Background: an optimization exercise with open tools, aiming at small area, a short achievable clock period and few clock cycles. Do not read the settings as production practice. Only simulation tests tie the RTL to the original design; equivalence was not proved. Power figures rest on the tool's default switching activity, not on a simulated workload.

### flow/run.sh
#!/bin/bash
# synth_recipe.tcl (not shown) runs the flow's synth.tcl, then flattens the netlist and writes it again
# the make line also repeats each setting of config.mk as NAME=value (left out here)
make -C /OpenROAD-flow-scripts/flow DESIGN_CONFIG=/design/flow/config.mk WORK_HOME=/design/flow/orfs CLKGATE_MAP_FILE= SYNTH_SCRIPT=/design/flow/synth_recipe.tcl finish
### flow/config.mk
export PLATFORM = sky130hd
export DESIGN_NAME = pgc_units
export DESIGN_NICKNAME = pgc_units
export VERILOG_FILES = /design/flow/design.v
export SDC_FILE = /design/flow/constraint.sdc
export NUM_CORES = 4
export LEC_CHECK = 0
export CAP_MARGIN = 20
export CORE_MARGIN = 2
export CORE_UTILIZATION = 40
export CTS_BUF_LIST = sky130_fd_sc_hd__clkbuf_4 sky130_fd_sc_hd__clkbuf_8
export SETUP_SLACK_MARGIN = 3
export SLEW_MARGIN = 20
### flow/constraint.sdc
create_clock -name core_clock -period 8.0 [get_ports {clk}]
set_input_delay 1.6000 -clock core_clock [delete_from_list [all_inputs] [get_ports {clk}]]
set_output_delay 1.6000 -clock core_clock [all_outputs]
set_load 0.01 [all_outputs]
### flow/design.v
module pgc_units (
    input  wire        clk,
    input  wire        rst,           
    input  wire        cmd_valid,
    output wire        cmd_ready,
    input  wire [3:0]  cmd_op,
    input  wire [31:0] cmd_opa,
    output reg         rsp_valid,
    output reg         rsp_refused,
    output reg  [31:0] rsp_res
);
    localparam [3:0] OP_CRC_NEW   = 4'h1;
    localparam [3:0] OP_CRC_UPD   = 4'h2;
    localparam [3:0] OP_CRC_SUM16 = 4'h3;
    localparam [3:0] OP_CIPH_NEW  = 4'h4;
    localparam [3:0] OP_CIPH_ENC  = 4'h5;
    localparam [15:0] CRC_INIT     = 16'hC387;
    localparam [15:0] CRC_FEEDBACK = 16'hC37B;
    localparam [31:0] KEY          = 32'h43202F2F;
    localparam [29:0] POS_INIT     = 30'h3F7FFFD0;   
    reg [15:0] crc;
    reg [31:0] lcg;
    reg [29:0] pos;
    function [15:0] crc_update;
        input [15:0] c_in;
        input [7:0]  b;
        reg   [15:0] c;
        integer      i;
        begin
            c = c_in ^ {8'h00, b};
            for (i = 0; i < 8; i = i + 1)
                c = c[0] ? ((c >> 1) ^ CRC_FEEDBACK) : (c >> 1);
            crc_update = c;
        end
    endfunction
    wire [31:0] res_x = cmd_opa ^ {pos, 2'b00} ^ KEY;
    wire [31:0] lcg_next;
    wire [31:0] res_next;
    wire m_s0 = lcg[4] ^ lcg[0];
    wire m_c0 = lcg[4] & lcg[0];
    wire m_s1 = lcg[5] ^ ~lcg[3] ^ lcg[1];
    wire m_c1 = (lcg[5] & ~lcg[3]) | (lcg[5] & lcg[1]) | (~lcg[3] & lcg[1]);
    wire m_s2 = lcg[6] ^ ~lcg[4] ^ lcg[2];
    wire m_c2 = (lcg[6] & ~lcg[4]) | (lcg[6] & lcg[2]) | (~lcg[4] & lcg[2]);
    wire m_s3 = lcg[7] ^ lcg[3];
    wire m_c3 = lcg[7] & lcg[3];
    wire m_s4 = ~lcg[5] ^ lcg[0] ^ m_c2;
    wire m_c4 = (~lcg[5] & lcg[0]) | (~lcg[5] & m_c2) | (lcg[0] & m_c2);
    wire m_s5 = lcg[8] ^ lcg[4] ^ lcg[1];
    wire m_c5 = (lcg[8] & lcg[4]) | (lcg[8] & lcg[1]) | (lcg[4] & lcg[1]);
    wire m_s6 = ~lcg[6] ^ m_c3 ^ m_s5;
    wire m_c6 = (~lcg[6] & m_c3) | (~lcg[6] & m_s5) | (m_c3 & m_s5);
    wire m_s7 = lcg[9] ^ lcg[5];
    wire m_c7 = lcg[9] & lcg[5];
    wire m_s8 = ~lcg[7] ^ lcg[2] ^ lcg[0];
    wire m_c8 = (~lcg[7] & lcg[2]) | (~lcg[7] & lcg[0]) | (lcg[2] & lcg[0]);
    wire m_s9 = m_c5 ^ m_s7 ^ m_s8;
    wire m_c9 = (m_c5 & m_s7) | (m_c5 & m_s8) | (m_s7 & m_s8);
    wire m_s10 = lcg[10] ^ lcg[6] ^ lcg[3];
    wire m_c10 = (lcg[10] & lcg[6]) | (lcg[10] & lcg[3]) | (lcg[6] & lcg[3]);
    wire m_s11 = ~lcg[8] ^ lcg[1] ^ m_c7;
    wire m_c11 = (~lcg[8] & lcg[1]) | (~lcg[8] & m_c7) | (lcg[1] & m_c7);
    wire m_s12 = m_c8 ^ m_s10 ^ m_s11;
    wire m_c12 = (m_c8 & m_s10) | (m_c8 & m_s11) | (m_s10 & m_s11);
    wire m_s13 = lcg[11] ^ lcg[7] ^ lcg[4];
    wire m_c13 = (lcg[11] & lcg[7]) | (lcg[11] & lcg[4]) | (lcg[7] & lcg[4]);
    wire m_s14 = lcg[9] ^ ~lcg[2] ^ lcg[0];
    wire m_c14 = (lcg[9] & ~lcg[2]) | (lcg[9] & lcg[0]) | (~lcg[2] & lcg[0]);
    wire m_s15 = m_c10 ^ m_s13 ^ ~m_s14;
    wire m_c15 = (m_c10 & m_s13) | (m_c10 & ~m_s14) | (m_s13 & ~m_s14);
    wire m_s16 = m_c11 ^ m_s15 ^ m_c12;
    wire m_c16 = (m_c11 & m_s15) | (m_c11 & m_c12) | (m_s15 & m_c12);
    wire m_s17 = lcg[12] ^ lcg[8] ^ lcg[5];
    wire m_c17 = (lcg[12] & lcg[8]) | (lcg[12] & lcg[5]) | (lcg[8] & lcg[5]);
    wire m_s18 = lcg[10] ^ ~lcg[3] ^ lcg[1];
    wire m_c18 = (lcg[10] & ~lcg[3]) | (lcg[10] & lcg[1]) | (~lcg[3] & lcg[1]);
    wire m_s19 = m_c13 ^ ~m_c14 ^ m_s17;
    wire m_c19 = (m_c13 & ~m_c14) | (m_c13 & m_s17) | (~m_c14 & m_s17);
    wire m_s20 = ~m_s18 ^ m_c15 ^ m_s19;
    wire m_c20 = (~m_s18 & m_c15) | (~m_s18 & m_s19) | (m_c15 & m_s19);
    wire m_s21 = lcg[13] ^ lcg[9];
    wire m_c21 = lcg[13] & lcg[9];
    wire m_s22 = lcg[6] ^ lcg[4] ^ lcg[0];
    wire m_c22 = (lcg[6] & lcg[4]) | (lcg[6] & lcg[0]) | (lcg[4] & lcg[0]);
    wire m_s23 = lcg[11] ^ lcg[2] ^ m_c18;
    wire m_c23 = (lcg[11] & lcg[2]) | (lcg[11] & m_c18) | (lcg[2] & m_c18);
    wire m_s24 = m_c17 ^ m_s21 ^ m_s22;
    wire m_c24 = (m_c17 & m_s21) | (m_c17 & m_s22) | (m_s21 & m_s22);
    wire m_s25 = m_c19 ^ ~m_s23 ^ m_s24;
    wire m_c25 = (m_c19 & ~m_s23) | (m_c19 & m_s24) | (~m_s23 & m_s24);
    wire m_s26 = lcg[14] ^ lcg[10] ^ lcg[7];
    wire m_c26 = (lcg[14] & lcg[10]) | (lcg[14] & lcg[7]) | (lcg[10] & lcg[7]);
    wire m_s27 = lcg[12] ^ ~lcg[5] ^ lcg[3];
    wire m_c27 = (lcg[12] & ~lcg[5]) | (lcg[12] & lcg[3]) | (~lcg[5] & lcg[3]);
    wire m_s28 = lcg[1] ^ m_c21 ^ m_c22;
    wire m_c28 = (lcg[1] & m_c21) | (lcg[1] & m_c22) | (m_c21 & m_c22);
    wire m_s29 = ~m_s26 ^ m_s27 ^ m_c23;
    wire m_c29 = (~m_s26 & m_s27) | (~m_s26 & m_c23) | (m_s27 & m_c23);
    wire m_s30 = m_c24 ^ m_s28 ^ m_c25;
    wire m_c30 = (m_c24 & m_s28) | (m_c24 & m_c25) | (m_s28 & m_c25);
    wire m_s31 = lcg[15] ^ lcg[11] ^ lcg[8];
    wire m_c31 = (lcg[15] & lcg[11]) | (lcg[15] & lcg[8]) | (lcg[11] & lcg[8]);
    wire m_s32 = lcg[13] ^ lcg[4] ^ lcg[0];
    wire m_c32 = (lcg[13] & lcg[4]) | (lcg[13] & lcg[0]) | (lcg[4] & lcg[0]);
    wire m_s33 = lcg[6] ^ lcg[2] ^ m_c26;
    wire m_c33 = (lcg[6] & lcg[2]) | (lcg[6] & m_c26) | (lcg[2] & m_c26);
    wire m_s34 = m_c27 ^ ~m_s31 ^ m_s32;
    wire m_c34 = (m_c27 & ~m_s31) | (m_c27 & m_s32) | (~m_s31 & m_s32);
    wire m_s35 = m_c28 ^ m_s33 ^ ~m_s34;
    wire m_c35 = (m_c28 & m_s33) | (m_c28 & ~m_s34) | (m_s33 & ~m_s34);
    wire m_s36 = ~m_c29 ^ m_s35 ^ m_c30;
    wire m_c36 = (~m_c29 & m_s35) | (~m_c29 & m_c30) | (m_s35 & m_c30);
    wire m_s37 = lcg[16] ^ lcg[12] ^ lcg[9];
    wire m_c37 = (lcg[16] & lcg[12]) | (lcg[16] & lcg[9]) | (lcg[12] & lcg[9]);
    wire m_s38 = lcg[14] ^ lcg[5] ^ lcg[1];
    wire m_c38 = (lcg[14] & lcg[5]) | (lcg[14] & lcg[1]) | (lcg[5] & lcg[1]);
    wire m_s39 = lcg[7] ^ lcg[3] ^ m_c31;
    wire m_c39 = (lcg[7] & lcg[3]) | (lcg[7] & m_c31) | (lcg[3] & m_c31);
    wire m_s40 = m_c32 ^ ~m_s37 ^ m_s38;
    wire m_c40 = (m_c32 & ~m_s37) | (m_c32 & m_s38) | (~m_s37 & m_s38);
    wire m_s41 = m_c33 ^ m_s39 ^ ~m_c34;
    wire m_c41 = (m_c33 & m_s39) | (m_c33 & ~m_c34) | (m_s39 & ~m_c34);
    wire m_s42 = ~m_s40 ^ m_s41 ^ m_c35;
    wire m_c42 = (~m_s40 & m_s41) | (~m_s40 & m_c35) | (m_s41 & m_c35);
    wire m_s43 = lcg[17] ^ lcg[13] ^ lcg[10];
    wire m_c43 = (lcg[17] & lcg[13]) | (lcg[17] & lcg[10]) | (lcg[13] & lcg[10]);
    wire m_s44 = lcg[15] ^ lcg[6] ^ lcg[2];
    wire m_c44 = (lcg[15] & lcg[6]) | (lcg[15] & lcg[2]) | (lcg[6] & lcg[2]);
    wire m_s45 = lcg[8] ^ lcg[4] ^ m_c37;
    wire m_c45 = (lcg[8] & lcg[4]) | (lcg[8] & m_c37) | (lcg[4] & m_c37);
    wire m_s46 = m_c38 ^ ~m_s43 ^ m_s44;
    wire m_c46 = (m_c38 & ~m_s43) | (m_c38 & m_s44) | (~m_s43 & m_s44);
    wire m_s47 = m_c39 ^ m_s45 ^ ~m_c40;
    wire m_c47 = (m_c39 & m_s45) | (m_c39 & ~m_c40) | (m_s45 & ~m_c40);
    wire m_s48 = ~m_s46 ^ m_c41 ^ m_s47;
    wire m_c48 = (~m_s46 & m_c41) | (~m_s46 & m_s47) | (m_c41 & m_s47);
    wire m_s49 = lcg[18] ^ lcg[14] ^ lcg[11];
    wire m_c49 = (lcg[18] & lcg[14]) | (lcg[18] & lcg[11]) | (lcg[14] & lcg[11]);
    wire m_s50 = lcg[16] ^ lcg[7] ^ lcg[3];
    wire m_c50 = (lcg[16] & lcg[7]) | (lcg[16] & lcg[3]) | (lcg[7] & lcg[3]);
    wire m_s51 = lcg[9] ^ lcg[5] ^ ~lcg[0];
    wire m_c51 = (lcg[9] & lcg[5]) | (lcg[9] & ~lcg[0]) | (lcg[5] & ~lcg[0]);
    wire m_s52 = m_c43 ^ ~m_c44 ^ m_s49;
    wire m_c52 = (m_c43 & ~m_c44) | (m_c43 & m_s49) | (~m_c44 & m_s49);
    wire m_s53 = ~m_s50 ^ m_s51 ^ m_c45;
    wire m_c53 = (~m_s50 & m_s51) | (~m_s50 & m_c45) | (m_s51 & m_c45);
    wire m_s54 = ~m_c46 ^ m_s52 ^ m_s53;
    wire m_c54 = (~m_c46 & m_s52) | (~m_c46 & m_s53) | (m_s52 & m_s53);
    wire m_s55 = m_c47 ^ m_s54 ^ m_c48;
    wire m_c55 = (m_c47 & m_s54) | (m_c47 & m_c48) | (m_s54 & m_c48);
    wire m_s56 = lcg[19] ^ lcg[15] ^ lcg[12];
    wire m_c56 = (lcg[19] & lcg[15]) | (lcg[19] & lcg[12]) | (lcg[15] & lcg[12]);
    wire m_s57 = lcg[17] ^ lcg[8] ^ lcg[4];
    wire m_c57 = (lcg[17] & lcg[8]) | (lcg[17] & lcg[4]) | (lcg[8] & lcg[4]);
    wire m_s58 = lcg[10] ^ lcg[6] ^ ~lcg[1];
    wire m_c58 = (lcg[10] & lcg[6]) | (lcg[10] & ~lcg[1]) | (lcg[6] & ~lcg[1]);
    wire m_s59 = m_c49 ^ ~m_c50 ^ m_c51;
    wire m_c59 = (m_c49 & ~m_c50) | (m_c49 & m_c51) | (~m_c50 & m_c51);
    wire m_s60 = m_s56 ^ ~m_s57 ^ m_s58;
    wire m_c60 = (m_s56 & ~m_s57) | (m_s56 & m_s58) | (~m_s57 & m_s58);
    wire m_s61 = m_c52 ^ m_s59 ^ m_s60;
    wire m_c61 = (m_c52 & m_s59) | (m_c52 & m_s60) | (m_s59 & m_s60);
    wire m_s62 = m_c53 ^ m_s61 ^ m_c54;
    wire m_c62 = (m_c53 & m_s61) | (m_c53 & m_c54) | (m_s61 & m_c54);
    wire m_s63 = lcg[20] ^ lcg[16] ^ lcg[13];
    wire m_c63 = (lcg[20] & lcg[16]) | (lcg[20] & lcg[13]) | (lcg[16] & lcg[13]);
    wire m_s64 = lcg[18] ^ lcg[9] ^ lcg[5];
    wire m_c64 = (lcg[18] & lcg[9]) | (lcg[18] & lcg[5]) | (lcg[9] & lcg[5]);
    wire m_s65 = lcg[11] ^ lcg[7] ^ ~lcg[2];
    wire m_c65 = (lcg[11] & lcg[7]) | (lcg[11] & ~lcg[2]) | (lcg[7] & ~lcg[2]);
    wire m_s66 = m_c56 ^ ~m_c57 ^ m_c58;
    wire m_c66 = (m_c56 & ~m_c57) | (m_c56 & m_c58) | (~m_c57 & m_c58);
    wire m_s67 = m_s63 ^ ~m_s64 ^ m_s65;
    wire m_c67 = (m_s63 & ~m_s64) | (m_s63 & m_s65) | (~m_s64 & m_s65);
    wire m_s68 = m_c59 ^ m_c60 ^ m_s66;
    wire m_c68 = (m_c59 & m_c60) | (m_c59 & m_s66) | (m_c60 & m_s66);
    wire m_s69 = m_s67 ^ m_c61 ^ m_s68;
    wire m_c69 = (m_s67 & m_c61) | (m_s67 & m_s68) | (m_c61 & m_s68);
    wire m_s70 = lcg[21] ^ lcg[17];
    wire m_c70 = lcg[21] & lcg[17];
    wire m_s71 = lcg[19] ^ lcg[10] ^ lcg[6];
    wire m_c71 = (lcg[19] & lcg[10]) | (lcg[19] & lcg[6]) | (lcg[10] & lcg[6]);
    wire m_s72 = lcg[14] ^ lcg[12] ^ lcg[8];
    wire m_c72 = (lcg[14] & lcg[12]) | (lcg[14] & lcg[8]) | (lcg[12] & lcg[8]);
    wire m_s73 = ~lcg[3] ^ lcg[0] ^ m_c63;
    wire m_c73 = (~lcg[3] & lcg[0]) | (~lcg[3] & m_c63) | (lcg[0] & m_c63);
    wire m_s74 = m_c65 ^ m_s70 ^ m_s72;
    wire m_c74 = (m_c65 & m_s70) | (m_c65 & m_s72) | (m_s70 & m_s72);
    wire m_s75 = ~m_c64 ^ m_c66 ^ m_s73;
    wire m_c75 = (~m_c64 & m_c66) | (~m_c64 & m_s73) | (m_c66 & m_s73);
    wire m_s76 = ~m_s71 ^ m_c67 ^ m_s74;
    wire m_c76 = (~m_s71 & m_c67) | (~m_s71 & m_s74) | (m_c67 & m_s74);
    wire m_s77 = m_c68 ^ m_s75 ^ m_s76;
    wire m_c77 = (m_c68 & m_s75) | (m_c68 & m_s76) | (m_s75 & m_s76);
    wire m_s78 = lcg[22] ^ lcg[18] ^ lcg[15];
    wire m_c78 = (lcg[22] & lcg[18]) | (lcg[22] & lcg[15]) | (lcg[18] & lcg[15]);
    wire m_s79 = lcg[20] ^ lcg[11] ^ lcg[7];
    wire m_c79 = (lcg[20] & lcg[11]) | (lcg[20] & lcg[7]) | (lcg[11] & lcg[7]);
    wire m_s80 = lcg[13] ^ lcg[9] ^ lcg[1];
    wire m_c80 = (lcg[13] & lcg[9]) | (lcg[13] & lcg[1]) | (lcg[9] & lcg[1]);
    wire m_s81 = ~lcg[4] ^ m_c70 ^ m_c72;
    wire m_c81 = (~lcg[4] & m_c70) | (~lcg[4] & m_c72) | (m_c70 & m_c72);
    wire m_s82 = ~m_c71 ^ m_s78 ^ m_s80;
    wire m_c82 = (~m_c71 & m_s78) | (~m_c71 & m_s80) | (m_s78 & m_s80);
    wire m_s83 = m_c73 ^ m_c74 ^ m_s81;
    wire m_c83 = (m_c73 & m_c74) | (m_c73 & m_s81) | (m_c74 & m_s81);
    wire m_s84 = ~m_s79 ^ m_s82 ^ m_c75;
    wire m_c84 = (~m_s79 & m_s82) | (~m_s79 & m_c75) | (m_s82 & m_c75);
    wire m_s85 = m_c76 ^ m_s83 ^ m_s84;
    wire m_c85 = (m_c76 & m_s83) | (m_c76 & m_s84) | (m_s83 & m_s84);
    wire m_s86 = lcg[23] ^ lcg[19];
    wire m_c86 = lcg[23] & lcg[19];
    wire m_s87 = lcg[21] ^ lcg[12] ^ lcg[8];
    wire m_c87 = (lcg[21] & lcg[12]) | (lcg[21] & lcg[8]) | (lcg[12] & lcg[8]);
    wire m_s88 = lcg[16] ^ lcg[14] ^ lcg[10];
    wire m_c88 = (lcg[16] & lcg[14]) | (lcg[16] & lcg[10]) | (lcg[14] & lcg[10]);
    wire m_s89 = ~lcg[5] ^ lcg[2] ^ lcg[0];
    wire m_c89 = (~lcg[5] & lcg[2]) | (~lcg[5] & lcg[0]) | (lcg[2] & lcg[0]);
    wire m_s90 = m_c78 ^ ~m_c79 ^ m_c80;
    wire m_c90 = (m_c78 & ~m_c79) | (m_c78 & m_c80) | (~m_c79 & m_c80);
    wire m_s91 = m_s86 ^ m_s88 ^ m_s89;
    wire m_c91 = (m_s86 & m_s88) | (m_s86 & m_s89) | (m_s88 & m_s89);
    wire m_s92 = ~m_s87 ^ m_c81 ^ m_c82;
    wire m_c92 = (~m_s87 & m_c81) | (~m_s87 & m_c82) | (m_c81 & m_c82);
    wire m_s93 = m_s90 ^ m_s91 ^ m_c83;
    wire m_c93 = (m_s90 & m_s91) | (m_s90 & m_c83) | (m_s91 & m_c83);
    wire m_s94 = m_s92 ^ m_c84 ^ m_s93;
    wire m_c94 = (m_s92 & m_c84) | (m_s92 & m_s93) | (m_c84 & m_s93);
    wire m_s95 = lcg[24] ^ lcg[20] ^ lcg[17];
    wire m_c95 = (lcg[24] & lcg[20]) | (lcg[24] & lcg[17]) | (lcg[20] & lcg[17]);
    wire m_s96 = lcg[22] ^ lcg[13] ^ lcg[9];
    wire m_c96 = (lcg[22] & lcg[13]) | (lcg[22] & lcg[9]) | (lcg[13] & lcg[9]);
    wire m_s97 = lcg[15] ^ lcg[11] ^ lcg[3];
    wire m_c97 = (lcg[15] & lcg[11]) | (lcg[15] & lcg[3]) | (lcg[11] & lcg[3]);
    wire m_s98 = lcg[1] ^ m_c86 ^ m_c88;
    wire m_c98 = (lcg[1] & m_c86) | (lcg[1] & m_c88) | (m_c86 & m_c88);
    wire m_s99 = lcg[6] ^ m_c87 ^ m_s96;
    wire m_c99 = (lcg[6] & m_c87) | (lcg[6] & m_s96) | (m_c87 & m_s96);
    wire m_s100 = m_c89 ^ m_s95 ^ m_s97;
    wire m_c100 = (m_c89 & m_s95) | (m_c89 & m_s97) | (m_s95 & m_s97);
    wire m_s101 = m_c90 ^ m_s98 ^ m_c91;
    wire m_c101 = (m_c90 & m_s98) | (m_c90 & m_c91) | (m_s98 & m_c91);
    wire m_s102 = ~m_s99 ^ m_s100 ^ m_c92;
    wire m_c102 = (~m_s99 & m_s100) | (~m_s99 & m_c92) | (m_s100 & m_c92);
    wire m_s103 = m_s101 ^ m_c93 ^ m_s102;
    wire m_c103 = (m_s101 & m_c93) | (m_s101 & m_s102) | (m_c93 & m_s102);
    wire m_s104 = lcg[25] ^ lcg[21] ^ lcg[18];
    wire m_c104 = (lcg[25] & lcg[21]) | (lcg[25] & lcg[18]) | (lcg[21] & lcg[18]);
    wire m_s105 = lcg[23] ^ lcg[14] ^ lcg[10];
    wire m_c105 = (lcg[23] & lcg[14]) | (lcg[23] & lcg[10]) | (lcg[14] & lcg[10]);
    wire m_s106 = lcg[16] ^ lcg[12] ^ lcg[4];
    wire m_c106 = (lcg[16] & lcg[12]) | (lcg[16] & lcg[4]) | (lcg[12] & lcg[4]);
    wire m_s107 = lcg[2] ^ m_c95 ^ m_c97;
    wire m_c107 = (lcg[2] & m_c95) | (lcg[2] & m_c97) | (m_c95 & m_c97);
    wire m_s108 = lcg[7] ^ m_c96 ^ m_s105;
    wire m_c108 = (lcg[7] & m_c96) | (lcg[7] & m_s105) | (m_c96 & m_s105);
    wire m_s109 = m_s104 ^ m_s106 ^ m_c98;
    wire m_c109 = (m_s104 & m_s106) | (m_s104 & m_c98) | (m_s106 & m_c98);
    wire m_s110 = ~m_c99 ^ m_c100 ^ m_s107;
    wire m_c110 = (~m_c99 & m_c100) | (~m_c99 & m_s107) | (m_c100 & m_s107);
    wire m_s111 = ~m_s108 ^ m_s109 ^ m_c101;
    wire m_c111 = (~m_s108 & m_s109) | (~m_s108 & m_c101) | (m_s109 & m_c101);
    wire m_s112 = m_s110 ^ m_c102 ^ m_s111;
    wire m_c112 = (m_s110 & m_c102) | (m_s110 & m_s111) | (m_c102 & m_s111);
    wire m_s113 = lcg[26] ^ lcg[22] ^ lcg[19];
    wire m_c113 = (lcg[26] & lcg[22]) | (lcg[26] & lcg[19]) | (lcg[22] & lcg[19]);
    wire m_s114 = lcg[24] ^ lcg[15] ^ lcg[11];
    wire m_c114 = (lcg[24] & lcg[15]) | (lcg[24] & lcg[11]) | (lcg[15] & lcg[11]);
    wire m_s115 = lcg[17] ^ lcg[13] ^ lcg[5];
    wire m_c115 = (lcg[17] & lcg[13]) | (lcg[17] & lcg[5]) | (lcg[13] & lcg[5]);
    wire m_s116 = lcg[3] ^ m_c104 ^ m_c106;
    wire m_c116 = (lcg[3] & m_c104) | (lcg[3] & m_c106) | (m_c104 & m_c106);
    wire m_s117 = lcg[8] ^ m_c105 ^ m_s114;
    wire m_c117 = (lcg[8] & m_c105) | (lcg[8] & m_s114) | (m_c105 & m_s114);
    wire m_s118 = m_s113 ^ m_s115 ^ m_c107;
    wire m_c118 = (m_s113 & m_s115) | (m_s113 & m_c107) | (m_s115 & m_c107);
    wire m_s119 = m_c108 ^ ~m_s116 ^ m_s117;
    wire m_c119 = (m_c108 & ~m_s116) | (m_c108 & m_s117) | (~m_s116 & m_s117);
    wire m_s120 = m_c109 ^ m_s118 ^ m_c110;
    wire m_c120 = (m_c109 & m_s118) | (m_c109 & m_c110) | (m_s118 & m_c110);
    wire m_s121 = ~m_s119 ^ m_c111 ^ m_s120;
    wire m_c121 = (~m_s119 & m_c111) | (~m_s119 & m_s120) | (m_c111 & m_s120);
    wire m_s122 = lcg[27] ^ lcg[23] ^ lcg[20];
    wire m_c122 = (lcg[27] & lcg[23]) | (lcg[27] & lcg[20]) | (lcg[23] & lcg[20]);
    wire m_s123 = lcg[25] ^ lcg[16] ^ lcg[12];
    wire m_c123 = (lcg[25] & lcg[16]) | (lcg[25] & lcg[12]) | (lcg[16] & lcg[12]);
    wire m_s124 = lcg[18] ^ lcg[14] ^ lcg[6];
    wire m_c124 = (lcg[18] & lcg[14]) | (lcg[18] & lcg[6]) | (lcg[14] & lcg[6]);
    wire m_s125 = lcg[4] ^ m_c113 ^ m_c115;
    wire m_c125 = (lcg[4] & m_c113) | (lcg[4] & m_c115) | (m_c113 & m_c115);
    wire m_s126 = lcg[9] ^ m_c114 ^ m_s123;
    wire m_c126 = (lcg[9] & m_c114) | (lcg[9] & m_s123) | (m_c114 & m_s123);
    wire m_s127 = m_s122 ^ m_s124 ^ m_c116;
    wire m_c127 = (m_s122 & m_s124) | (m_s122 & m_c116) | (m_s124 & m_c116);
    wire m_s128 = m_c117 ^ ~m_s125 ^ m_s126;
    wire m_c128 = (m_c117 & ~m_s125) | (m_c117 & m_s126) | (~m_s125 & m_s126);
    wire m_s129 = m_c118 ^ m_s127 ^ ~m_c119;
    wire m_c129 = (m_c118 & m_s127) | (m_c118 & ~m_c119) | (m_s127 & ~m_c119);
    wire m_s130 = ~m_s128 ^ m_c120 ^ m_s129;
    wire m_c130 = (~m_s128 & m_c120) | (~m_s128 & m_s129) | (m_c120 & m_s129);
    wire m_s131 = lcg[28] ^ lcg[24];
    wire m_c131 = lcg[28] & lcg[24];
    wire m_s132 = lcg[26] ^ lcg[17] ^ lcg[13];
    wire m_c132 = (lcg[26] & lcg[17]) | (lcg[26] & lcg[13]) | (lcg[17] & lcg[13]);
    wire m_s133 = lcg[21] ^ lcg[19] ^ lcg[15];
    wire m_c133 = (lcg[21] & lcg[19]) | (lcg[21] & lcg[15]) | (lcg[19] & lcg[15]);
    wire m_s134 = lcg[7] ^ lcg[5] ^ lcg[0];
    wire m_c134 = (lcg[7] & lcg[5]) | (lcg[7] & lcg[0]) | (lcg[5] & lcg[0]);
    wire m_s135 = ~lcg[10] ^ m_c122 ^ m_c124;
    wire m_c135 = (~lcg[10] & m_c122) | (~lcg[10] & m_c124) | (m_c122 & m_c124);
    wire m_s136 = m_s131 ^ m_s133 ^ m_s134;
    wire m_c136 = (m_s131 & m_s133) | (m_s131 & m_s134) | (m_s133 & m_s134);
    wire m_s137 = m_c123 ^ m_s132 ^ ~m_c125;
    wire m_c137 = (m_c123 & m_s132) | (m_c123 & ~m_c125) | (m_s132 & ~m_c125);
    wire m_s138 = ~m_c126 ^ m_s135 ^ m_s136;
    wire m_c138 = (~m_c126 & m_s135) | (~m_c126 & m_s136) | (m_s135 & m_s136);
    wire m_s139 = ~m_c127 ^ m_s137 ^ m_c128;
    wire m_c139 = (~m_c127 & m_s137) | (~m_c127 & m_c128) | (m_s137 & m_c128);
    wire m_s140 = m_s138 ^ m_c129 ^ ~m_s139;
    wire m_c140 = (m_s138 & m_c129) | (m_s138 & ~m_s139) | (m_c129 & ~m_s139);
    wire m_s141 = lcg[29] ^ lcg[25] ^ lcg[22];
    wire m_c141 = (lcg[29] & lcg[25]) | (lcg[29] & lcg[22]) | (lcg[25] & lcg[22]);
    wire m_s142 = lcg[27] ^ lcg[18] ^ lcg[14];
    wire m_c142 = (lcg[27] & lcg[18]) | (lcg[27] & lcg[14]) | (lcg[18] & lcg[14]);
    wire m_s143 = lcg[20] ^ lcg[16] ^ lcg[8];
    wire m_c143 = (lcg[20] & lcg[16]) | (lcg[20] & lcg[8]) | (lcg[16] & lcg[8]);
    wire m_s144 = ~lcg[11] ^ lcg[6] ^ lcg[1];
    wire m_c144 = (~lcg[11] & lcg[6]) | (~lcg[11] & lcg[1]) | (lcg[6] & lcg[1]);
    wire m_s145 = m_c131 ^ m_c133 ^ m_c134;
    wire m_c145 = (m_c131 & m_c133) | (m_c131 & m_c134) | (m_c133 & m_c134);
    wire m_s146 = ~m_c132 ^ m_s141 ^ m_s143;
    wire m_c146 = (~m_c132 & m_s141) | (~m_c132 & m_s143) | (m_s141 & m_s143);
    wire m_s147 = ~m_s142 ^ m_s144 ^ m_c135;
    wire m_c147 = (~m_s142 & m_s144) | (~m_s142 & m_c135) | (m_s144 & m_c135);
    wire m_s148 = m_c136 ^ m_s145 ^ m_s146;
    wire m_c148 = (m_c136 & m_s145) | (m_c136 & m_s146) | (m_s145 & m_s146);
    wire m_s149 = ~m_c137 ^ m_s147 ^ m_c138;
    wire m_c149 = (~m_c137 & m_s147) | (~m_c137 & m_c138) | (m_s147 & m_c138);
    wire m_s150 = m_s148 ^ ~m_c139 ^ m_s149;
    wire m_c150 = (m_s148 & ~m_c139) | (m_s148 & m_s149) | (~m_c139 & m_s149);
    wire m_s151 = lcg[30] ^ lcg[26] ^ lcg[23];
    wire m_c151 = (lcg[30] & lcg[26]) | (lcg[30] & lcg[23]) | (lcg[26] & lcg[23]);
    wire m_s152 = lcg[28] ^ lcg[19] ^ lcg[15];
    wire m_c152 = (lcg[28] & lcg[19]) | (lcg[28] & lcg[15]) | (lcg[19] & lcg[15]);
    wire m_s153 = lcg[21] ^ lcg[17] ^ lcg[9];
    wire m_c153 = (lcg[21] & lcg[17]) | (lcg[21] & lcg[9]) | (lcg[17] & lcg[9]);
    wire m_s154 = ~lcg[12] ^ lcg[7] ^ lcg[2];
    wire m_c154 = (~lcg[12] & lcg[7]) | (~lcg[12] & lcg[2]) | (lcg[7] & lcg[2]);
    wire m_s155 = m_c141 ^ m_c143 ^ m_c144;
    wire m_c155 = (m_c141 & m_c143) | (m_c141 & m_c144) | (m_c143 & m_c144);
    wire m_s156 = ~m_c142 ^ m_s151 ^ m_s153;
    wire m_c156 = (~m_c142 & m_s151) | (~m_c142 & m_s153) | (m_s151 & m_s153);
    wire m_s157 = ~m_s152 ^ m_s154 ^ m_c145;
    wire m_c157 = (~m_s152 & m_s154) | (~m_s152 & m_c145) | (m_s154 & m_c145);
    wire m_s158 = m_c146 ^ m_s155 ^ m_s156;
    wire m_c158 = (m_c146 & m_s155) | (m_c146 & m_s156) | (m_s155 & m_s156);
    wire m_s159 = m_c147 ^ m_s157 ^ m_c148;
    wire m_c159 = (m_c147 & m_s157) | (m_c147 & m_c148) | (m_s157 & m_c148);
    wire m_s160 = m_s158 ^ m_c149 ^ m_s159;
    wire m_c160 = (m_s158 & m_c149) | (m_s158 & m_s159) | (m_c149 & m_s159);
    wire m_s161 = lcg[31] ^ lcg[27] ^ lcg[24];
    wire m_s162 = lcg[29] ^ lcg[20] ^ lcg[16];
    wire m_s163 = lcg[22] ^ lcg[18] ^ lcg[10];
    wire m_s164 = ~lcg[13] ^ lcg[8] ^ lcg[3];
    wire m_s165 = ~lcg[0] ^ m_c151 ^ m_c153;
    wire m_s166 = m_c154 ^ m_s161 ^ m_s163;
    wire m_s167 = m_c152 ^ m_s162 ^ ~m_s164;
    wire m_s168 = m_c155 ^ m_c156 ^ m_s165;
    wire m_s169 = m_s166 ^ ~m_s167 ^ m_c157;
    wire m_s170 = m_c158 ^ m_s168 ^ m_s169;
    wire m_s171 = m_c159 ^ m_s170 ^ m_c160;
    wire m_p0 = ~lcg[0];
    wire m_p1 = ~lcg[1] ^ 1'b1;
    wire m_g1 = ~lcg[1] & 1'b1;
    wire m_p2 = ~lcg[2] ^ lcg[0];
    wire m_g2 = ~lcg[2] & lcg[0];
    wire m_p3 = ~lcg[3] ^ lcg[1];
    wire m_g3 = ~lcg[3] & lcg[1];
    wire m_p4 = lcg[2] ^ ~m_s0;
    wire m_g4 = lcg[2] & ~m_s0;
    wire m_p5 = ~m_c0 ^ ~m_s1;
    wire m_g5 = ~m_c0 & ~m_s1;
    wire m_p6 = ~m_c1 ^ ~m_s2;
    wire m_g6 = ~m_c1 & ~m_s2;
    wire m_p7 = ~m_s3 ^ ~m_s4;
    wire m_g7 = ~m_s3 & ~m_s4;
    wire m_p8 = ~m_c4 ^ ~m_s6;
    wire m_g8 = ~m_c4 & ~m_s6;
    wire m_p9 = ~m_c6 ^ ~m_s9;
    wire m_g9 = ~m_c6 & ~m_s9;
    wire m_p10 = ~m_c9 ^ ~m_s12;
    wire m_g10 = ~m_c9 & ~m_s12;
    wire m_p11 = ~m_s16;
    wire m_p12 = ~m_c16 ^ ~m_s20;
    wire m_g12 = ~m_c16 & ~m_s20;
    wire m_p13 = ~m_c20 ^ ~m_s25;
    wire m_g13 = ~m_c20 & ~m_s25;
    wire m_p14 = m_s29 ^ ~m_s30;
    wire m_g14 = m_s29 & ~m_s30;
    wire m_p15 = ~m_s36;
    wire m_p16 = ~m_c36 ^ ~m_s42;
    wire m_g16 = ~m_c36 & ~m_s42;
    wire m_p17 = ~m_c42 ^ ~m_s48;
    wire m_g17 = ~m_c42 & ~m_s48;
    wire m_p18 = ~m_s55;
    wire m_p19 = ~m_c55 ^ ~m_s62;
    wire m_g19 = ~m_c55 & ~m_s62;
    wire m_p20 = ~m_c62 ^ ~m_s69;
    wire m_g20 = ~m_c62 & ~m_s69;
    wire m_p21 = ~m_c69 ^ ~m_s77;
    wire m_g21 = ~m_c69 & ~m_s77;
    wire m_p22 = ~m_c77 ^ ~m_s85;
    wire m_g22 = ~m_c77 & ~m_s85;
    wire m_p23 = ~m_c85 ^ ~m_s94;
    wire m_g23 = ~m_c85 & ~m_s94;
    wire m_p24 = ~m_c94 ^ ~m_s103;
    wire m_g24 = ~m_c94 & ~m_s103;
    wire m_p25 = ~m_c103 ^ ~m_s112;
    wire m_g25 = ~m_c103 & ~m_s112;
    wire m_p26 = ~m_c112 ^ ~m_s121;
    wire m_g26 = ~m_c112 & ~m_s121;
    wire m_p27 = ~m_c121 ^ ~m_s130;
    wire m_g27 = ~m_c121 & ~m_s130;
    wire m_p28 = ~m_c130 ^ ~m_s140;
    wire m_g28 = ~m_c130 & ~m_s140;
    wire m_p29 = ~m_c140 ^ ~m_s150;
    wire m_g29 = ~m_c140 & ~m_s150;
    wire m_p30 = ~m_c150 ^ ~m_s160;
    wire m_g30 = ~m_c150 & ~m_s160;
    wire m_p31 = ~m_s171;
    wire m_Gs0_1 = m_g1;
    wire m_Ps0_1 = (m_p1 & m_p0);
    wire m_Gs0_3 = (m_g3 | (m_p3 & m_g2));
    wire m_Ps0_3 = (m_p3 & m_p2);
    wire m_Gs0_5 = (m_g5 | (m_p5 & m_g4));
    wire m_Ps0_5 = (m_p5 & m_p4);
    wire m_Gs0_7 = (m_g7 | (m_p7 & m_g6));
    wire m_Ps0_7 = (m_p7 & m_p6);
    wire m_Gs0_9 = (m_g9 | (m_p9 & m_g8));
    wire m_Ps0_9 = (m_p9 & m_p8);
    wire m_Gs0_11 = (m_p11 & m_g10);
    wire m_Ps0_11 = (m_p11 & m_p10);
    wire m_Gs0_13 = (m_g13 | (m_p13 & m_g12));
    wire m_Ps0_13 = (m_p13 & m_p12);
    wire m_Gs0_15 = (m_p15 & m_g14);
    wire m_Ps0_15 = (m_p15 & m_p14);
    wire m_Gs0_17 = (m_g17 | (m_p17 & m_g16));
    wire m_Ps0_17 = (m_p17 & m_p16);
    wire m_Gs0_19 = m_g19;
    wire m_Ps0_19 = (m_p19 & m_p18);
    wire m_Gs0_21 = (m_g21 | (m_p21 & m_g20));
    wire m_Ps0_21 = (m_p21 & m_p20);
    wire m_Gs0_23 = (m_g23 | (m_p23 & m_g22));
    wire m_Ps0_23 = (m_p23 & m_p22);
    wire m_Gs0_25 = (m_g25 | (m_p25 & m_g24));
    wire m_Ps0_25 = (m_p25 & m_p24);
    wire m_Gs0_27 = (m_g27 | (m_p27 & m_g26));
    wire m_Ps0_27 = (m_p27 & m_p26);
    wire m_Gs0_29 = (m_g29 | (m_p29 & m_g28));
    wire m_Ps0_29 = (m_p29 & m_p28);
    wire m_Gs0_31 = (m_p31 & m_g30);
    wire m_Ps0_31 = (m_p31 & m_p30);
    wire m_Gs1_2 = (m_g2 | (m_p2 & m_Gs0_1));
    wire m_Ps1_2 = (m_p2 & m_Ps0_1);
    wire m_Gs1_3 = (m_Gs0_3 | (m_Ps0_3 & m_Gs0_1));
    wire m_Ps1_3 = (m_Ps0_3 & m_Ps0_1);
    wire m_Gs1_6 = (m_g6 | (m_p6 & m_Gs0_5));
    wire m_Ps1_6 = (m_p6 & m_Ps0_5);
    wire m_Gs1_7 = (m_Gs0_7 | (m_Ps0_7 & m_Gs0_5));
    wire m_Ps1_7 = (m_Ps0_7 & m_Ps0_5);
    wire m_Gs1_10 = (m_g10 | (m_p10 & m_Gs0_9));
    wire m_Ps1_10 = (m_p10 & m_Ps0_9);
    wire m_Gs1_11 = (m_Gs0_11 | (m_Ps0_11 & m_Gs0_9));
    wire m_Ps1_11 = (m_Ps0_11 & m_Ps0_9);
    wire m_Gs1_14 = (m_g14 | (m_p14 & m_Gs0_13));
    wire m_Ps1_14 = (m_p14 & m_Ps0_13);
    wire m_Gs1_15 = (m_Gs0_15 | (m_Ps0_15 & m_Gs0_13));
    wire m_Ps1_15 = (m_Ps0_15 & m_Ps0_13);
    wire m_Gs1_18 = (m_p18 & m_Gs0_17);
    wire m_Ps1_18 = (m_p18 & m_Ps0_17);
    wire m_Gs1_19 = (m_Gs0_19 | (m_Ps0_19 & m_Gs0_17));
    wire m_Ps1_19 = (m_Ps0_19 & m_Ps0_17);
    wire m_Gs1_22 = (m_g22 | (m_p22 & m_Gs0_21));
    wire m_Ps1_22 = (m_p22 & m_Ps0_21);
    wire m_Gs1_23 = (m_Gs0_23 | (m_Ps0_23 & m_Gs0_21));
    wire m_Ps1_23 = (m_Ps0_23 & m_Ps0_21);
    wire m_Gs1_26 = (m_g26 | (m_p26 & m_Gs0_25));
    wire m_Ps1_26 = (m_p26 & m_Ps0_25);
    wire m_Gs1_27 = (m_Gs0_27 | (m_Ps0_27 & m_Gs0_25));
    wire m_Ps1_27 = (m_Ps0_27 & m_Ps0_25);
    wire m_Gs1_30 = (m_g30 | (m_p30 & m_Gs0_29));
    wire m_Ps1_30 = (m_p30 & m_Ps0_29);
    wire m_Gs1_31 = (m_Gs0_31 | (m_Ps0_31 & m_Gs0_29));
    wire m_Ps1_31 = (m_Ps0_31 & m_Ps0_29);
    wire m_Gs2_4 = (m_g4 | (m_p4 & m_Gs1_3));
    wire m_Ps2_4 = (m_p4 & m_Ps1_3);
    wire m_Gs2_5 = (m_Gs0_5 | (m_Ps0_5 & m_Gs1_3));
    wire m_Ps2_5 = (m_Ps0_5 & m_Ps1_3);
    wire m_Gs2_6 = (m_Gs1_6 | (m_Ps1_6 & m_Gs1_3));
    wire m_Ps2_6 = (m_Ps1_6 & m_Ps1_3);
    wire m_Gs2_7 = (m_Gs1_7 | (m_Ps1_7 & m_Gs1_3));
    wire m_Ps2_7 = (m_Ps1_7 & m_Ps1_3);
    wire m_Gs2_12 = (m_g12 | (m_p12 & m_Gs1_11));
    wire m_Ps2_12 = (m_p12 & m_Ps1_11);
    wire m_Gs2_13 = (m_Gs0_13 | (m_Ps0_13 & m_Gs1_11));
    wire m_Ps2_13 = (m_Ps0_13 & m_Ps1_11);
    wire m_Gs2_14 = (m_Gs1_14 | (m_Ps1_14 & m_Gs1_11));
    wire m_Ps2_14 = (m_Ps1_14 & m_Ps1_11);
    wire m_Gs2_15 = (m_Gs1_15 | (m_Ps1_15 & m_Gs1_11));
    wire m_Ps2_15 = (m_Ps1_15 & m_Ps1_11);
    wire m_Gs2_20 = (m_g20 | (m_p20 & m_Gs1_19));
    wire m_Ps2_20 = (m_p20 & m_Ps1_19);
    wire m_Gs2_21 = (m_Gs0_21 | (m_Ps0_21 & m_Gs1_19));
    wire m_Ps2_21 = (m_Ps0_21 & m_Ps1_19);
    wire m_Gs2_22 = (m_Gs1_22 | (m_Ps1_22 & m_Gs1_19));
    wire m_Ps2_22 = (m_Ps1_22 & m_Ps1_19);
    wire m_Gs2_23 = (m_Gs1_23 | (m_Ps1_23 & m_Gs1_19));
    wire m_Ps2_23 = (m_Ps1_23 & m_Ps1_19);
    wire m_Gs2_28 = (m_g28 | (m_p28 & m_Gs1_27));
    wire m_Ps2_28 = (m_p28 & m_Ps1_27);
    wire m_Gs2_29 = (m_Gs0_29 | (m_Ps0_29 & m_Gs1_27));
    wire m_Ps2_29 = (m_Ps0_29 & m_Ps1_27);
    wire m_Gs2_30 = (m_Gs1_30 | (m_Ps1_30 & m_Gs1_27));
    wire m_Ps2_30 = (m_Ps1_30 & m_Ps1_27);
    wire m_Gs2_31 = (m_Gs1_31 | (m_Ps1_31 & m_Gs1_27));
    wire m_Ps2_31 = (m_Ps1_31 & m_Ps1_27);
    wire m_Gs3_8 = (m_g8 | (m_p8 & m_Gs2_7));
    wire m_Ps3_8 = (m_p8 & m_Ps2_7);
    wire m_Gs3_9 = (m_Gs0_9 | (m_Ps0_9 & m_Gs2_7));
    wire m_Ps3_9 = (m_Ps0_9 & m_Ps2_7);
    wire m_Gs3_10 = (m_Gs1_10 | (m_Ps1_10 & m_Gs2_7));
    wire m_Ps3_10 = (m_Ps1_10 & m_Ps2_7);
    wire m_Gs3_11 = (m_Gs1_11 | (m_Ps1_11 & m_Gs2_7));
    wire m_Ps3_11 = (m_Ps1_11 & m_Ps2_7);
    wire m_Gs3_12 = (m_Gs2_12 | (m_Ps2_12 & m_Gs2_7));
    wire m_Ps3_12 = (m_Ps2_12 & m_Ps2_7);
    wire m_Gs3_13 = (m_Gs2_13 | (m_Ps2_13 & m_Gs2_7));
    wire m_Ps3_13 = (m_Ps2_13 & m_Ps2_7);
    wire m_Gs3_14 = (m_Gs2_14 | (m_Ps2_14 & m_Gs2_7));
    wire m_Ps3_14 = (m_Ps2_14 & m_Ps2_7);
    wire m_Gs3_15 = (m_Gs2_15 | (m_Ps2_15 & m_Gs2_7));
    wire m_Ps3_15 = (m_Ps2_15 & m_Ps2_7);
    wire m_Gs3_24 = (m_g24 | (m_p24 & m_Gs2_23));
    wire m_Ps3_24 = (m_p24 & m_Ps2_23);
    wire m_Gs3_25 = (m_Gs0_25 | (m_Ps0_25 & m_Gs2_23));
    wire m_Ps3_25 = (m_Ps0_25 & m_Ps2_23);
    wire m_Gs3_26 = (m_Gs1_26 | (m_Ps1_26 & m_Gs2_23));
    wire m_Ps3_26 = (m_Ps1_26 & m_Ps2_23);
    wire m_Gs3_27 = (m_Gs1_27 | (m_Ps1_27 & m_Gs2_23));
    wire m_Ps3_27 = (m_Ps1_27 & m_Ps2_23);
    wire m_Gs3_28 = (m_Gs2_28 | (m_Ps2_28 & m_Gs2_23));
    wire m_Ps3_28 = (m_Ps2_28 & m_Ps2_23);
    wire m_Gs3_29 = (m_Gs2_29 | (m_Ps2_29 & m_Gs2_23));
    wire m_Ps3_29 = (m_Ps2_29 & m_Ps2_23);
    wire m_Gs3_30 = (m_Gs2_30 | (m_Ps2_30 & m_Gs2_23));
    wire m_Ps3_30 = (m_Ps2_30 & m_Ps2_23);
    wire m_Gs3_31 = (m_Gs2_31 | (m_Ps2_31 & m_Gs2_23));
    wire m_Ps3_31 = (m_Ps2_31 & m_Ps2_23);
    wire m_Gs4_16 = (m_g16 | (m_p16 & m_Gs3_15));
    wire m_Ps4_16 = (m_p16 & m_Ps3_15);
    wire m_Gs4_17 = (m_Gs0_17 | (m_Ps0_17 & m_Gs3_15));
    wire m_Ps4_17 = (m_Ps0_17 & m_Ps3_15);
    wire m_Gs4_18 = (m_Gs1_18 | (m_Ps1_18 & m_Gs3_15));
    wire m_Ps4_18 = (m_Ps1_18 & m_Ps3_15);
    wire m_Gs4_19 = (m_Gs1_19 | (m_Ps1_19 & m_Gs3_15));
    wire m_Ps4_19 = (m_Ps1_19 & m_Ps3_15);
    wire m_Gs4_20 = (m_Gs2_20 | (m_Ps2_20 & m_Gs3_15));
    wire m_Ps4_20 = (m_Ps2_20 & m_Ps3_15);
    wire m_Gs4_21 = (m_Gs2_21 | (m_Ps2_21 & m_Gs3_15));
    wire m_Ps4_21 = (m_Ps2_21 & m_Ps3_15);
    wire m_Gs4_22 = (m_Gs2_22 | (m_Ps2_22 & m_Gs3_15));
    wire m_Ps4_22 = (m_Ps2_22 & m_Ps3_15);
    wire m_Gs4_23 = (m_Gs2_23 | (m_Ps2_23 & m_Gs3_15));
    wire m_Ps4_23 = (m_Ps2_23 & m_Ps3_15);
    wire m_Gs4_24 = (m_Gs3_24 | (m_Ps3_24 & m_Gs3_15));
    wire m_Ps4_24 = (m_Ps3_24 & m_Ps3_15);
    wire m_Gs4_25 = (m_Gs3_25 | (m_Ps3_25 & m_Gs3_15));
    wire m_Ps4_25 = (m_Ps3_25 & m_Ps3_15);
    wire m_Gs4_26 = (m_Gs3_26 | (m_Ps3_26 & m_Gs3_15));
    wire m_Ps4_26 = (m_Ps3_26 & m_Ps3_15);
    wire m_Gs4_27 = (m_Gs3_27 | (m_Ps3_27 & m_Gs3_15));
    wire m_Ps4_27 = (m_Ps3_27 & m_Ps3_15);
    wire m_Gs4_28 = (m_Gs3_28 | (m_Ps3_28 & m_Gs3_15));
    wire m_Ps4_28 = (m_Ps3_28 & m_Ps3_15);
    wire m_Gs4_29 = (m_Gs3_29 | (m_Ps3_29 & m_Gs3_15));
    wire m_Ps4_29 = (m_Ps3_29 & m_Ps3_15);
    wire m_Gs4_30 = (m_Gs3_30 | (m_Ps3_30 & m_Gs3_15));
    wire m_Ps4_30 = (m_Ps3_30 & m_Ps3_15);
    wire m_Gs4_31 = (m_Gs3_31 | (m_Ps3_31 & m_Gs3_15));
    wire m_Ps4_31 = (m_Ps3_31 & m_Ps3_15);
    assign lcg_next[0] = m_p0;
    assign lcg_next[1] = m_p1;
    assign lcg_next[2] = m_p2 ^ m_Gs0_1;
    assign lcg_next[3] = m_p3 ^ m_Gs1_2;
    assign lcg_next[4] = m_p4 ^ m_Gs1_3;
    assign lcg_next[5] = m_p5 ^ m_Gs2_4;
    assign lcg_next[6] = m_p6 ^ m_Gs2_5;
    assign lcg_next[7] = m_p7 ^ m_Gs2_6;
    assign lcg_next[8] = m_p8 ^ m_Gs2_7;
    assign lcg_next[9] = m_p9 ^ m_Gs3_8;
    assign lcg_next[10] = m_p10 ^ m_Gs3_9;
    assign lcg_next[11] = m_p11 ^ m_Gs3_10;
    assign lcg_next[12] = m_p12 ^ m_Gs3_11;
    assign lcg_next[13] = m_p13 ^ m_Gs3_12;
    assign lcg_next[14] = m_p14 ^ m_Gs3_13;
    assign lcg_next[15] = m_p15 ^ m_Gs3_14;
    assign lcg_next[16] = m_p16 ^ m_Gs3_15;
    assign lcg_next[17] = m_p17 ^ m_Gs4_16;
    assign lcg_next[18] = m_p18 ^ m_Gs4_17;
    assign lcg_next[19] = m_p19 ^ m_Gs4_18;
    assign lcg_next[20] = m_p20 ^ m_Gs4_19;
    assign lcg_next[21] = m_p21 ^ m_Gs4_20;
    assign lcg_next[22] = m_p22 ^ m_Gs4_21;
    assign lcg_next[23] = m_p23 ^ m_Gs4_22;
    assign lcg_next[24] = m_p24 ^ m_Gs4_23;
    assign lcg_next[25] = m_p25 ^ m_Gs4_24;
    assign lcg_next[26] = m_p26 ^ m_Gs4_25;
    assign lcg_next[27] = m_p27 ^ m_Gs4_26;
    assign lcg_next[28] = m_p28 ^ m_Gs4_27;
    assign lcg_next[29] = m_p29 ^ m_Gs4_28;
    assign lcg_next[30] = m_p30 ^ m_Gs4_29;
    assign lcg_next[31] = m_p31 ^ m_Gs4_30;
    assign res_next[0] = m_p0 ^ res_x[0];
    assign res_next[1] = m_p1 ^ res_x[1];
    assign res_next[2] = m_p2 ^ res_x[2] ^ m_Gs0_1;
    assign res_next[3] = m_p3 ^ res_x[3] ^ m_Gs1_2;
    assign res_next[4] = m_p4 ^ res_x[4] ^ m_Gs1_3;
    assign res_next[5] = m_p5 ^ res_x[5] ^ m_Gs2_4;
    assign res_next[6] = m_p6 ^ res_x[6] ^ m_Gs2_5;
    assign res_next[7] = m_p7 ^ res_x[7] ^ m_Gs2_6;
    assign res_next[8] = m_p8 ^ res_x[8] ^ m_Gs2_7;
    assign res_next[9] = m_p9 ^ res_x[9] ^ m_Gs3_8;
    assign res_next[10] = m_p10 ^ res_x[10] ^ m_Gs3_9;
    assign res_next[11] = m_p11 ^ res_x[11] ^ m_Gs3_10;
    assign res_next[12] = m_p12 ^ res_x[12] ^ m_Gs3_11;
    assign res_next[13] = m_p13 ^ res_x[13] ^ m_Gs3_12;
    assign res_next[14] = m_p14 ^ res_x[14] ^ m_Gs3_13;
    assign res_next[15] = m_p15 ^ res_x[15] ^ m_Gs3_14;
    assign res_next[16] = m_p16 ^ res_x[16] ^ m_Gs3_15;
    assign res_next[17] = m_p17 ^ res_x[17] ^ m_Gs4_16;
    assign res_next[18] = m_p18 ^ res_x[18] ^ m_Gs4_17;
    assign res_next[19] = m_p19 ^ res_x[19] ^ m_Gs4_18;
    assign res_next[20] = m_p20 ^ res_x[20] ^ m_Gs4_19;
    assign res_next[21] = m_p21 ^ res_x[21] ^ m_Gs4_20;
    assign res_next[22] = m_p22 ^ res_x[22] ^ m_Gs4_21;
    assign res_next[23] = m_p23 ^ res_x[23] ^ m_Gs4_22;
    assign res_next[24] = m_p24 ^ res_x[24] ^ m_Gs4_23;
    assign res_next[25] = m_p25 ^ res_x[25] ^ m_Gs4_24;
    assign res_next[26] = m_p26 ^ res_x[26] ^ m_Gs4_25;
    assign res_next[27] = m_p27 ^ res_x[27] ^ m_Gs4_26;
    assign res_next[28] = m_p28 ^ res_x[28] ^ m_Gs4_27;
    assign res_next[29] = m_p29 ^ res_x[29] ^ m_Gs4_28;
    assign res_next[30] = m_p30 ^ res_x[30] ^ m_Gs4_29;
    assign res_next[31] = m_p31 ^ res_x[31] ^ m_Gs4_30;
    wire accept = cmd_valid;
    wire [29:0] pos_flip;
    wire [4:0]  grp_in;
    assign grp_in[0] = accept & is_enc;
    genvar gi, gj;
    generate for (gi = 0; gi < 5; gi = gi + 1) begin : g_pos
        if (gi > 0)
            assign grp_in[gi] = grp_in[gi-1] & ~|pos[6*gi-1 -: 6];
        assign pos_flip[6*gi] = grp_in[gi];
        for (gj = 1; gj < 6; gj = gj + 1) begin : g_bit
            assign pos_flip[6*gi+gj] = pos_flip[6*gi+gj-1] & ~pos[6*gi+gj-1];
        end
    end endgenerate
    wire is_crc_new = cmd_op == OP_CRC_NEW;
    wire is_crc_upd = cmd_op == OP_CRC_UPD;
    wire is_sum16   = cmd_op == OP_CRC_SUM16;
    wire is_new     = cmd_op == OP_CIPH_NEW;
    wire is_enc     = cmd_op == OP_CIPH_ENC;
    assign cmd_ready = 1'b1;
    always @(posedge clk) begin
        if (rst)
            rsp_valid <= 1'b0;
        else
            rsp_valid <= accept;
        rsp_refused <= cmd_op[3] | (cmd_op[2] & cmd_op[1]);
        rsp_res     <= is_sum16 ? {16'h0000, crc} : res_next;
        if (accept) begin
            if (is_crc_new) crc <= CRC_INIT;
            if (is_crc_upd) crc <= crc_update(crc, cmd_opa[7:0]);
            if (is_new) lcg <= cmd_opa;
            if (is_enc) lcg <= lcg_next;
        end
        pos <= (accept && is_new) ? POS_INIT : pos ^ pos_flip;
    end
endmodule
==> notes.md, run 1 <==
Worst VDD drop 0.000168 V; fill cell count 2,292; pin count of the biggest net entering global routing 47; critical path, cell by cell buf_4 -> fa_1 -> fa_2 -> inv_1 -> fa_1 -> fa_1 -> ha_1 -> and3_4 -> nand4_1 -> a211o_4 -> a21oi_4 -> o21ai_4 -> a211oi_2 -> o2111ai_2 -> mux2_2; Core Box Area 25,800 um^2; die width 165 um; Final Setup Violations 0; Leak 5.72 nW; Vias 6,955; Multi-input gate area 7180 um^2; root buffer cell clkbuf_8; DRC Markers 0; Synth Cell Area 10,400 um^2; top post-synthesis cells by count inv_1, fa_1, xnor2_1; Int Pwr 1.80 mW; number of distinct library cells after synthesis 46; most numerous cell in the Yosys netlist inv_1; Critical path origin lcg[14]$_DFFE_PP_; worst hold-check path type reg -> reg; Max-slew headroom 35.8%; nets 1,382; Clk network pwr share 12.1%; row cnt 59; GRT Util Overall 20.3%; cell family with most CP delay adder cells; Num CTS Buffers 9; initial antenna violation count 0; CP max FO 6; Seq pwr share 25.7%; Mapped Cells 986; YS warnings 1; routability cong. 0.889; Area Overhead vs Synth 21.7%; die area 27,300 um^2; Critical Path Max Stage Delay 550 ps; max-slew violations 0; post-route cell area 12,600 um^2; dpl cell area 11,500 um^2; required time worst endpoint 8290 ps; slowest CP cell edfxtp_1; Crit Path Class reg -> reg; share of the synthesized area in the top cell type 30.4%; maxcap violations 0; WL/cell 17.7 um; # H-tree levels 3; leading area contributor after synthesis fa_1; total negative slack 0 ps; worst-skew pair later-pin latency 390 ps; Startpoint Class flip-flop; DP HPWL 20,300 um; RSZ-0062 raised after global routing true; Routed WL 25,900 um; I/O pins 74; f_max 199 MHz; Max clock buf depth 2; period utilization 62.8%; n_diodes 0; syn_area_per_cell 10.5 um^2; crit path buf inv count 2; Final Hold Vio Count 0; syn_nets 1,242; first-pass GRT wire length 40,900 um; Critical Path Most Common Cell fa_1; Max Clock Skew 10.5 ps; CTS tree yes; Gate power share 62.2%; sequential area share after synthesis 26.2%; CTS sink cnt 112; Initial Util 40.3%; Worst Hold Launch crc[5]$_SDFFCE_PP0P_; Synth Register Bits 112; number of synthesized flops with an enable pin 48; ratio of cells with drive above 1 in the final layout 14.9%; Clock transition at path regs 110 ps; vias in the first global route 7,240; share of flip-flops with an asynchronous set or reset 0%; DRT iter0 DRCs 502; Final Total Pwr 2.95 mW; crit end category flip-flop; flip-flop and latch area 2720 um^2; die height 165 um; status finished clean; Top FF cell, synth dfxtp_1; global route overflow 0; iteration count of the initial detailed-routing pass 5; FF-to-FF Start lcg[14]$_DFFE_PP_; WP data arrival 5310 ps; net switching power 1.15 mW; WHS 506 ps; # port buffers 72; Synth area leaders fa_1, edfxtp_1, dfxtp_1, xnor2_1, inv_1; vias per std cell 4.74; pwr/cell area 233 nW/um^2; Final min period 5020 ps; Antenna Nets Post-Route 0; switching part of the total 38.9%; worst-margin pin slew 963 ps
-- power groups by stage --
stage | clock (mW) | sequential [mW] | combinational [mW]
floorplan | 0 | 0.797 | 1.06
global placement | 0 | 0.773 | 1.52
detailed placement | 0 | 0.775 | 1.52
CTS | 0.370 | 0.757 | 1.66
global route | 0.391 | 0.766 | 2.03
finish | 0.357 | 0.757 | 1.83
-- logic make-up after synthesis --
kind of cell,after synthesis,synth area share (%)
buf+inv,225,8.16
other cells,1,0.0361
fa+ha+maj,217,37.5
mux,25,2.42
xor+xnor,148,13.5
simple gates,185,7.91
flops,112,26.2
compound gates,73,4.27
-- stage by stage --
step	std cells	worst slack [ps]	util, %
2_1_floorplan	986	3010	-
3_3_place_gp	1381	2250	44.7
3_5_place_dp	1381	2150	44.7
4_1_cts	1442	2930	47.5
5_1_grt	1466	2830	49.1
6_report	1466	2980	49.1
-- per-layer routing --
metal  up-vias  track usage [%]  wire length [um]
met2       156             31.5             12000
li1       3301                -                 -
met4         0             5.30               602
met3        36             3.32              1070
met1      3462             29.6             12300
met5         -                0                 0
-- final cells by class --
type,count,area share (%)
clock buffers,10,1.04
clock inverters,6,0.584
inverters,208,6.26
multi-input cells,649,56.7
flip-flops and latches,112,21.5
well taps,335,3.31
repair buffers,146,10.5
-- registers in the layout, summed over array words and instances (netlist names) --
register	cells
crc	16
rsp_valid	1
pos	30
lcg	32
rsp_res	32
rsp_refused	1
-- placed cells by master (no fill, tap or decap), drive strengths merged, types with 3 or more instances in the layout --
master           n
clkbuf          10
nand2b           9
xnor2          115
xor2            30
buf             75
nor3             5
inv            208
a21o             8
fa             158
ha              59
nor4             5
clkinvlp         5
o21bai           4
clkdlybuf4s50   71
o21ai           21
mux2i           24
dfxtp           64
xnor3            3
and2             5
and4             4
or2              3
and3             6
a21oi           21
a211oi           8
nor2            76
nand3            8
edfxtp          48
nand2           57
-- worst paths after layout --
| path | cells after the start | end | slack, ps |
|---|---|---|---|
| hold / removal | 2 | rsp_res[5]$_DFF_P_ | 510 |
| hold reg to reg | 2 | rsp_res[5]$_DFF_P_ | 510 |
| setup reg to reg | 15 | rsp_res[31]$_SDFF_PP0_ | 2980 |
| setup / recovery | 15 | rsp_res[31]$_SDFF_PP0_ | 2980 |
-- repair_timing --
item / CTS / global route
gates resized for setup: 35 / 56
buffers inserted: 45 / 24
hold buffers: 0 / 0
pin swaps: 9 / 27
endpoints found under the setup margin: 31 / 29
-- worst register-to-register path: stages (launching register included) --
cell and delay (ps):
edfxtp_1 550, buf_4 210, fa_1 470, fa_2 540, inv_1 50, fa_1 530
fa_1 440, ha_1 390, and3_4 210, nand4_1 200, a211o_4 370, a21oi_4 200
o21ai_4 120, a211oi_2 210, o2111ai_2 160, mux2_2 280
Testbench counts, summed over its fixed seeds: cycles 21,117.
==> run 2: changes to the inputs <==
--- a/flow/config.mk
+++ b/flow/config.mk
@@ -9,5 +9,6 @@
 export CORE_MARGIN = 2
 export CORE_UTILIZATION = 40
 export CTS_BUF_LIST = sky130_fd_sc_hd__clkbuf_4 sky130_fd_sc_hd__clkbuf_8
-export SETUP_SLACK_MARGIN = 3
+export CTS_CLUSTER_SIZE = 20
+export SETUP_SLACK_MARGIN = 2.5
 export SLEW_MARGIN = 20
==> run 2 against run 1 <==
- clock-buffer cell count unchanged
- critical path depth up 1
- fmax down 4.6%
- final cell count down 2.0%
- worst setup slack worse by 240 ps
- die area unchanged
- register-to-register slack worse by 240 ps
- synthesized area unchanged
- combinational power down 15%
- sequential share of layout area up 1.1 points
- sequential power about the same
- critical path type unchanged
- largest cell class unchanged
==> notes.md, run 2 <==
status finished clean; Routed WL 25,200 um (-3.0%); worst-skew pair later-pin latency 390 ps (about the same); Worst R2R Path Depth 16 (+1); DRT iter0 DRCs 454 (-9.6%); largest registers lcg (32), rsp_res (32), pos (30); die width 165 um (unchanged); Core Box Area 25,800 um^2 (unchanged); most numerous cell in the Yosys netlist inv_1; fill cell count 2,373 (+3.5%); Final Setup Violations 0 (unchanged); initial antenna violation count 0 (unchanged); met1 WL 12,100 um (-1.9%); Top FF cell, synth dfxtp_1; global route overflow 0 (unchanged); CP Capture Point rsp_res[31]$_SDFF_PP0_; total negative slack 0 ps (unchanged); RSZ-0062 raised after global routing true; period utilization 65.8% (+3.0 points); share of flip-flops with an asynchronous set or reset 0% (unchanged); worst-margin pin slew 970 ps (+6.71 ps); Synth Register Bits 112 (unchanged); iteration count of the initial detailed-routing pass 5 (unchanged); Num CTS Buffers 9 (unchanged); ratio of cells with drive above 1 in the final layout 6.81% (-8.1 points); YS warnings 1 (unchanged); Post-Place Setup Slack 2130 ps (-22.2 ps); top routing layer in use met4; R2R Setup Slk 2740 ps (-240 ps); f_max 190 MHz (-4.6%); crit path buf inv count 2 (unchanged); Antenna Nets Post-Route 0 (unchanged); Critical Path Max Stage Delay 500 ps (-50 ps); row cnt 59 (unchanged); sequential area share after synthesis 26.2% (unchanged); Startpoint Class flip-flop; Critical Path Most Common Cell fa_1; critical path, cell by cell buf_4 -> fa_1 -> fa_1 -> fa_1 -> fa_1 -> fa_1 -> inv_1 -> ha_1 -> and3_1 -> nand4_1 -> a211o_1 -> a21oi_2 -> o21ai_2 -> a211oi_1 -> o2111ai_1 -> mux2_2; top post-synthesis cells by count inv_1, fa_1, xnor2_1; Crit Path Class reg -> reg; worst reg2reg endpoint rsp_res[31]$_SDFF_PP0_; number of synthesized flops with an enable pin 48 (unchanged); number of distinct library cells after synthesis 46 (unchanged); Stages on worst setup path 16 (+1); # port buffers 72 (unchanged); commonest non-fill, non-tap cell in the layout inv_1; die height 165 um (unchanged); Leak 5.54 nW (-3.2%); leading area contributor after synthesis fa_1; first-pass GRT wire length 40,400 um (-1.1%); DP HPWL 20,300 um (-0.36%); CTS sink cnt 112 (unchanged); final setup margin 2740 ps (-240 ps); Critical path origin lcg[12]$_DFFE_PP_; Final Hold Vio Count 0 (unchanged); cell family with most CP delay adder cells; pin count of the biggest net entering global routing 47 (unchanged); Clock transition at path regs 110 ps (about the same); n_diodes 0 (unchanged); syn_area_per_cell 10.5 um^2 (unchanged); I/O pins 74 (unchanged); Synth area leaders fa_1, edfxtp_1, dfxtp_1, xnor2_1, inv_1; pwr/cell area 221 nW/um^2 (-5.0%); routability cong. 0.931 (+4.8%); Worst VDD drop 0.000174 V (+3.6%); routed length on met2 11,500 um (-4.4%); DRC Markers 0 (unchanged); vias in the first global route 7,099 (-1.9%); worst hold-check path type reg -> reg; CP max FO 5 (-1); Max-slew headroom 35.3% (-0.45 points)
run 2: cell count changes in the layout (fill, tap and decap cells not counted), sizes merged:
cell      change
buf          -30
inv           +2
clkinv        +3
clkinvlp      -5
run 2: per-layer routing:
| metal | GRT usage (%) | vias to the layer above |
|---|---|---|
| met5 | 0 | - |
| met4 | 4.55 | 0 |
| met3 | 3.60 | 19 |
| met2 | 30.9 | 160 |
| met1 | 29.4 | 3355 |
| li1 | - | 3241 |
run 2: cell type report:
cell class                 count  share of cell area [%]
clock buffer                  10                    1.09
inverter                     208                    6.48
multi-input combinational    649                    56.8
clock inverter                 6                   0.550
tap                          335                    3.48
timing repair buffer         116                    8.95
sequential                   112                    22.6
run 2: worst reg2reg max path, delay by kind of cell (launching register included):
family,cells,cell delay (ps)
and+or+nand+nor,2,360
muxes,1,300
DFF,1,470
AOI/OAI and AO/OA,5,1160
buffers and inverters,2,260
adders and majority gates,6,2630
run 2: power by group:
part / total, mW / leakage (nW) / switching (mW) / internal [mW]
logic: 1.56 / 4.46 / 0.786 / 0.769
registers: 0.755 / 0.969 / 0.0494 / 0.705
clock network: 0.358 / 0.101 / 0.207 / 0.151
total: 2.67 / 5.54 / 1.04 / 1.63
run 2: timing repair:
item / in CTS / in global routing
endpoints found under the setup margin: 13 / 15
buffers inserted: 18 / 21
resized for setup: 1 / 4
hold buffers: 0 / 0
run 2: cells by family after synthesis:
family	Yosys count	synth area share (%)
AND/OR/NAND/NOR	185	7.91
AO/OA/AOI/OAI	73	4.27
multiplexers	25	2.42
flip-flops	112	26.2
XOR/XNOR	148	13.5
buffers and inverters	225	8.16
other	1	0.0361
adder cells (fa/ha/maj)	217	37.5
run 2: worst min path at each step:
| stage | cells after the start | startpoint | endpoint | slack [ps] |
|---|---|---|---|---|
| 4_1_cts | 2 | crc[5]$_SDFFCE_PP0P_ | rsp_res[5]$_DFF_P_ | 500 |
| 2_1_floorplan | 2 | crc[5]$_SDFFCE_PP0P_ | rsp_res[5]$_DFF_P_ | 460 |
| 5_1_grt | 2 | crc[5]$_SDFFCE_PP0P_ | rsp_res[5]$_DFF_P_ | 540 |
| 3_3_place_gp | 2 | crc[5]$_SDFFCE_PP0P_ | rsp_res[5]$_DFF_P_ | 470 |
| 6_report | 2 | crc[5]$_SDFFCE_PP0P_ | rsp_res[5]$_DFF_P_ | 500 |
| 3_5_place_dp | 2 | crc[5]$_SDFFCE_PP0P_ | rsp_res[5]$_DFF_P_ | 470 |
run 2: per-stage QoR:
step | util, % | area (um^2) | instances | power, mW
floorplan | - | 10400 | 986 | 1.85
global placement | 44.6 | 11500 | 1380 | 2.29
detailed placement | 44.6 | 11500 | 1380 | 2.30
CTS | 46.0 | 11800 | 1414 | 2.68
global route | 46.8 | 12000 | 1436 | 2.90
finish | 46.8 | 12000 | 1436 | 2.67

-- re-timing with driven ports --
In the flow no input, the clock included, has a driving cell. The finished layouts below were timed again as built, in two steps. Step 1: set_driving_cell puts a clkbuf_16 on clk and a buf_2 on each other input, an assumption about the parent block. Step 2 adds t to the input delays and takes it off the output delays; t is the mean of the earliest and latest rising clock arrival at the registers after step 1. Input paths then give back, and output paths get back, about the clock's delay inside the block. a / b / c = ideal ports / drivers / drivers and shift; a / b = the first two.
run	shift t [ns]	setup slack, ns	worst setup path after step 2	slew at the worst register clock pin (ns)	cell pins on the clock port's net
run 1	0.427	2.978 / 2.978 / 2.940	input to register	0.11 / 0.11	1
run 2	0.427	2.738 / 2.738 / 2.738	register to register	0.11 / 0.11	1
After both steps every run listed still meets setup and hold. For run 1, which loses most, drivers alone change the setup slack by 0.000 ns; drivers and shift together by -0.038 ns.
